Context: an optimization exercise on an open-source flow, tuned for small area, a short achievable clock period and few clock cycles per item. The choices shown serve that exercise and are no tape-out recipe.

==> flow/design.v <==
module tea_mix #(parameter integer ARCH = 1) (
    input  wire [31:0] v,
    input  wire [31:0] acc,
    input  wire [31:0] a,
    input  wire [31:0] b,
    output wire [31:0] f
);
    wire [31:0] t0, t1, t2;
    tea_add #(.ARCH(ARCH)) u0 (.x({v[27:0], 4'b0000}), .y(a), .ci(1'b0), .s(t0));
    tea_add #(.ARCH(ARCH)) u1 (.x(v), .y(acc), .ci(1'b0), .s(t1));
    tea_add #(.ARCH(ARCH)) u2 (.x({5'b00000, v[31:5]}), .y(b), .ci(1'b0), .s(t2));
    assign f = t0 ^ t1 ^ t2;
endmodule
module tea_add #(parameter integer ARCH = 1) (
    input  wire [31:0] x,
    input  wire [31:0] y,
    input  wire        ci,
    output wire [31:0] s
);
    wire [31:0] p = x ^ y;
    wire [31:0] g0 = x & y;
    wire [31:0] G [0:10];
    wire [31:0] P [0:10];
    assign G[0] = {g0[31:1], g0[0] | (p[0] & ci)};
    assign P[0] = p;
    genvar l, i;
    generate
        if (ARCH == 9) begin : beh
            assign s = x + y + {31'd0, ci};
        end else if (ARCH == 0) begin : rip
            assign P[1] = P[0];
            assign G[1][0] = G[0][0];
            for (i = 1; i < 32; i = i + 1) begin : r
                assign G[1][i] = G[0][i] | (P[0][i] & G[1][i-1]);
            end
            assign s = p ^ {G[1][30:0], ci};
        end else if (ARCH == 2) begin : skl
            for (l = 0; l < 5; l = l + 1) begin : lv
                for (i = 0; i < 32; i = i + 1) begin : b
                    if ((i >> l) & 1) begin : op
                        assign G[l+1][i] = G[l][i] | (P[l][i] & G[l][((i >> l) << l) - 1]);
                        assign P[l+1][i] = P[l][i] & P[l][((i >> l) << l) - 1];
                    end else begin : pass
                        assign G[l+1][i] = G[l][i];
                        assign P[l+1][i] = P[l][i];
                    end
                end
            end
            assign s = p ^ {G[5][30:0], ci};
        end else if (ARCH == 3) begin : ks
            for (l = 0; l < 5; l = l + 1) begin : lv
                for (i = 0; i < 32; i = i + 1) begin : b
                    if (i >= (1 << l)) begin : op
                        assign G[l+1][i] = G[l][i] | (P[l][i] & G[l][i - (1 << l)]);
                        assign P[l+1][i] = P[l][i] & P[l][i - (1 << l)];
                    end else begin : pass
                        assign G[l+1][i] = G[l][i];
                        assign P[l+1][i] = P[l][i];
                    end
                end
            end
            assign s = p ^ {G[5][30:0], ci};
        end else if (ARCH == 4 || ARCH == 5) begin : hc
            for (i = 0; i < 32; i = i + 1) begin : l0
                if (i % 2 == 1) begin : op
                    assign G[1][i] = G[0][i] | (P[0][i] & G[0][i-1]);
                    assign P[1][i] = P[0][i] & P[0][i-1];
                end else begin : pass
                    assign G[1][i] = G[0][i];
                    assign P[1][i] = P[0][i];
                end
            end
            for (l = 1; l < 5; l = l + 1) begin : lv
                for (i = 0; i < 32; i = i + 1) begin : b
                    if (i % 2 == 1 && ARCH == 4 && i >= (1 << l) + 1) begin : opk
                        assign G[l+1][i] = G[l][i] | (P[l][i] & G[l][i - (1 << l)]);
                        assign P[l+1][i] = P[l][i] & P[l][i - (1 << l)];
                    end else if (i % 2 == 1 && ARCH == 5 && ((i >> l) & 1)) begin : ops
                        assign G[l+1][i] = G[l][i] | (P[l][i] & G[l][((i >> l) << l) - 1]);
                        assign P[l+1][i] = P[l][i] & P[l][((i >> l) << l) - 1];
                    end else begin : pass
                        assign G[l+1][i] = G[l][i];
                        assign P[l+1][i] = P[l][i];
                    end
                end
            end
            for (i = 0; i < 32; i = i + 1) begin : l5
                if (i % 2 == 0 && i > 0) begin : op
                    assign G[6][i] = G[5][i] | (P[5][i] & G[5][i-1]);
                    assign P[6][i] = P[5][i] & P[5][i-1];
                end else begin : pass
                    assign G[6][i] = G[5][i];
                    assign P[6][i] = P[5][i];
                end
            end
            assign s = p ^ {G[6][30:0], ci};
        end else begin : bk
            for (l = 0; l < 5; l = l + 1) begin : up
                for (i = 0; i < 32; i = i + 1) begin : b
                    if ((i % (2 << l)) == (2 << l) - 1) begin : op
                        assign G[l+1][i] = G[l][i] | (P[l][i] & G[l][i - (1 << l)]);
                        assign P[l+1][i] = P[l][i] & P[l][i - (1 << l)];
                    end else begin : pass
                        assign G[l+1][i] = G[l][i];
                        assign P[l+1][i] = P[l][i];
                    end
                end
            end
            for (l = 3; l >= 0; l = l - 1) begin : dn
                for (i = 0; i < 32; i = i + 1) begin : b
                    if ((i % (2 << l)) == (1 << l) - 1 && i >= (2 << l)) begin : op
                        assign G[9-l][i] = G[8-l][i] | (P[8-l][i] & G[8-l][i - (1 << l)]);
                        assign P[9-l][i] = P[8-l][i] & P[8-l][i - (1 << l)];
                    end else begin : pass
                        assign G[9-l][i] = G[8-l][i];
                        assign P[9-l][i] = P[8-l][i];
                    end
                end
            end
            assign s = p ^ {G[9][30:0], ci};
        end
    endgenerate
endmodule
module tea_core #(parameter integer ARCH = 4) (
    input  wire        clk,
    input  wire        rst,           
    input  wire        in_valid,
    output wire        in_ready,
    input  wire        in_decrypt,    
    input  wire [63:0] in_key,
    input  wire [63:0] in_block,
    output wire        out_valid,
    input  wire        out_ready,
    output wire [63:0] out_block
);
    reg         busy;       
    reg         vld;        
    reg  [6:0]  cnt;        
    reg         dec;
    reg  [63:0] key;
    reg  [31:0] a, b;
    reg  [31:0] acc;        
    function [31:0] acc_of(input [4:0] m);
        case (m)
            5'd0: acc_of = 32'h9E3779B9;
            5'd1: acc_of = 32'h3C6EF372;
            5'd2: acc_of = 32'hDAA66D2B;
            5'd3: acc_of = 32'h78DDE6E4;
            5'd4: acc_of = 32'h1715609D;
            5'd5: acc_of = 32'hB54CDA56;
            5'd6: acc_of = 32'h5384540F;
            5'd7: acc_of = 32'hF1BBCDC8;
            5'd8: acc_of = 32'h8FF34781;
            5'd9: acc_of = 32'h2E2AC13A;
            5'd10: acc_of = 32'hCC623AF3;
            5'd11: acc_of = 32'h6A99B4AC;
            5'd12: acc_of = 32'h08D12E65;
            5'd13: acc_of = 32'hA708A81E;
            5'd14: acc_of = 32'h454021D7;
            5'd15: acc_of = 32'hE3779B90;
            5'd16: acc_of = 32'h81AF1549;
            5'd17: acc_of = 32'h1FE68F02;
            5'd18: acc_of = 32'hBE1E08BB;
            5'd19: acc_of = 32'h5C558274;
            5'd20: acc_of = 32'hFA8CFC2D;
            5'd21: acc_of = 32'h98C475E6;
            5'd22: acc_of = 32'h36FBEF9F;
            5'd23: acc_of = 32'hD5336958;
            5'd24: acc_of = 32'h736AE311;
            5'd25: acc_of = 32'h11A25CCA;
            5'd26: acc_of = 32'hAFD9D683;
            5'd27: acc_of = 32'h4E11503C;
            5'd28: acc_of = 32'hEC48C9F5;
            5'd29: acc_of = 32'h8A8043AE;
            5'd30: acc_of = 32'h28B7BD67;
            5'd31: acc_of = 32'hC6EF3720;
        endcase
    endfunction
    wire        idle   = ~busy & ~vld;
    wire        accept = in_valid & idle;
    wire        swp    = cnt[6];
    wire        last   = dec ? cnt[6] & ~cnt[0] : (cnt[5:0] == 6'd63);
    wire [6:0]  cnt_nx = idle ? {7{in_decrypt}} : cnt + 7'd1;
    wire [31:0] f;
    tea_mix #(.ARCH(ARCH)) u_mix (.v(a), .acc(acc), .a(key[63:32]), .b(key[31:0]), .f(f));
    wire [31:0] a_step;
    tea_add #(.ARCH(2)) u_add (.x(b), .y(f ^ {32{dec}}), .ci(dec), .s(a_step));
    assign in_ready  = idle;
    assign out_valid = vld;
    assign out_block = {b, a};
    always @(posedge clk) begin
        if (rst) begin
            busy <= 1'b0;
            vld  <= 1'b0;
        end else begin
            if (accept) begin
                busy <= 1'b1;
                vld  <= 1'b0;
            end else if (busy) begin
                if (last) begin
                    busy <= 1'b0;
                    vld  <= 1'b1;
                end
            end else if (out_ready) begin
                vld <= 1'b0;
            end
        end
    end
    always @(posedge clk) begin
        cnt <= cnt_nx;
        acc <= idle ? acc_of(5'd0) : acc_of(cnt_nx[5:1] ^ {5{dec}});
        if (idle) begin
            key <= in_key;
            dec <= in_decrypt;
            a   <= in_block[31:0];
            b   <= in_block[63:32];
        end else if (busy) begin
            a   <= swp ? b : a_step;
            b   <= a;
        end
    end
endmodule
==> flow/config.mk <==
export PLATFORM = sky130hd
export DESIGN_NAME = tea_core
export DESIGN_NICKNAME = tea_core
export VERILOG_FILES = /design/flow/design.v
export SDC_FILE = /design/flow/constraint.sdc
export NUM_CORES = 4
export LEC_CHECK = 0
export ABC_AREA = 1
export CAP_MARGIN = 20
export CORE_MARGIN = 2
export CORE_UTILIZATION = 40
export CTS_BUF_LIST = sky130_fd_sc_hd__clkbuf_4 sky130_fd_sc_hd__clkbuf_8
export SLEW_MARGIN = 20
==> flow/constraint.sdc <==
create_clock -name core_clock -period 12.0 [get_ports {clk}]
set_input_delay 2.4000 -clock core_clock [delete_from_list [all_inputs] [get_ports {clk}]]
set_output_delay 2.4000 -clock core_clock [all_outputs]
set_load 0.01 [all_outputs]
standard.sh (not shown) runs the stock make flow with config.mk's settings and CLKGATE_MAP_FILE= SYNTH_SCRIPT=/design/flow/synth_recipe.tcl, a recipe that flattens the netlist after the stock synthesis.
==> flow/flow/run.sh <==
#!/bin/bash
# Standard ORFS layout, with 1x port buffers and a timing-repair target
# tighter than the clock (the clock and the SDC are unchanged).
set -euo pipefail
bash standard.sh synth > synth.log 2>&1
bash standard.sh SETUP_SLACK_MARGIN=7 BUFFER_PORTS_ARGS="-buffer_cell sky130_fd_sc_hd__buf_1" finish > layout.log 2>&1
==> next run, changes <==
--- a/flow/design.v
+++ b/flow/design.v
@@ -122,5 +122,31 @@
     endgenerate
 endmodule
-module tea_core #(parameter integer ARCH = 4) (
+module tea_addpg (
+    input  wire [31:0] p,
+    input  wire [31:0] g,
+    input  wire        ci,
+    output wire [31:0] s
+);
+    wire [31:0] G [0:5];
+    wire [31:0] P [0:5];
+    assign G[0] = {g[31:1], g[0] | (p[0] & ci)};
+    assign P[0] = p;
+    genvar l, i;
+    generate
+        for (l = 0; l < 5; l = l + 1) begin : lv
+            for (i = 0; i < 32; i = i + 1) begin : b
+                if ((i >> l) & 1) begin : op
+                    assign G[l+1][i] = G[l][i] | (P[l][i] & G[l][((i >> l) << l) - 1]);
+                    assign P[l+1][i] = P[l][i] & P[l][((i >> l) << l) - 1];
+                end else begin : pass
+                    assign G[l+1][i] = G[l][i];
+                    assign P[l+1][i] = P[l][i];
+                end
+            end
+        end
+    endgenerate
+    assign s = p ^ {G[5][30:0], ci};
+endmodule
+module tea_core #(parameter integer ARCH = 1) (
     input  wire        clk,
     input  wire        rst,           
@@ -184,6 +210,8 @@
     wire [31:0] f;
     tea_mix #(.ARCH(ARCH)) u_mix (.v(a), .acc(acc), .a(key[63:32]), .b(key[31:0]), .f(f));
+    wire [31:0] p_s = f ^ (b ^ {32{dec}});
+    wire [31:0] g_s = b & ~p_s;
     wire [31:0] a_step;
-    tea_add #(.ARCH(2)) u_add (.x(b), .y(f ^ {32{dec}}), .ci(dec), .s(a_step));
+    tea_addpg u_add (.p(p_s), .g(g_s), .ci(dec), .s(a_step));
     assign in_ready  = idle;
     assign out_valid = vld;
Worst setup slack hardly moves. Wire length went up by 10%. Hold slack gets worse by 0.065 ns. Final area goes up by 5.9%. Register-to-register slack is about the same. Critical path depth came out lower by 3. Global-route usage goes up by 0.57 points. Non-clock buffer count rose by 10. Via count rose by 15%.
Function was not checked in any run of this note: the RTL went through the layout flow alone.

## afterwards: timing with drivers on the ports
How much do the figures lean on ideal ports? The routed layouts below were timed once more, with nothing changed but the port constraints. Step 1, drivers: a clkbuf_16 drives clk and a buf_2 each remaining input, both assumed. Step 2 moves the port delays by t, midway between the first and last clock arrival at a register: inputs arrive t later, outputs are due t later. That takes back most of the time a late clock gives input paths. a / b / c = ideal / step 1 / step 2; a / b = the first two.
run | t, ns | setup slack, ns | worst setup path at the end
the first run | 0.543 | 7.325 / 7.325 / 7.243 | input to register
the second run | 0.539 | 7.325 / 7.325 / 6.822 | input to register
After both steps every run listed still meets setup and hold. The setup slack of the second run, which loses most, moves by 0.000 ns with the drivers and by -0.503 ns with both steps.
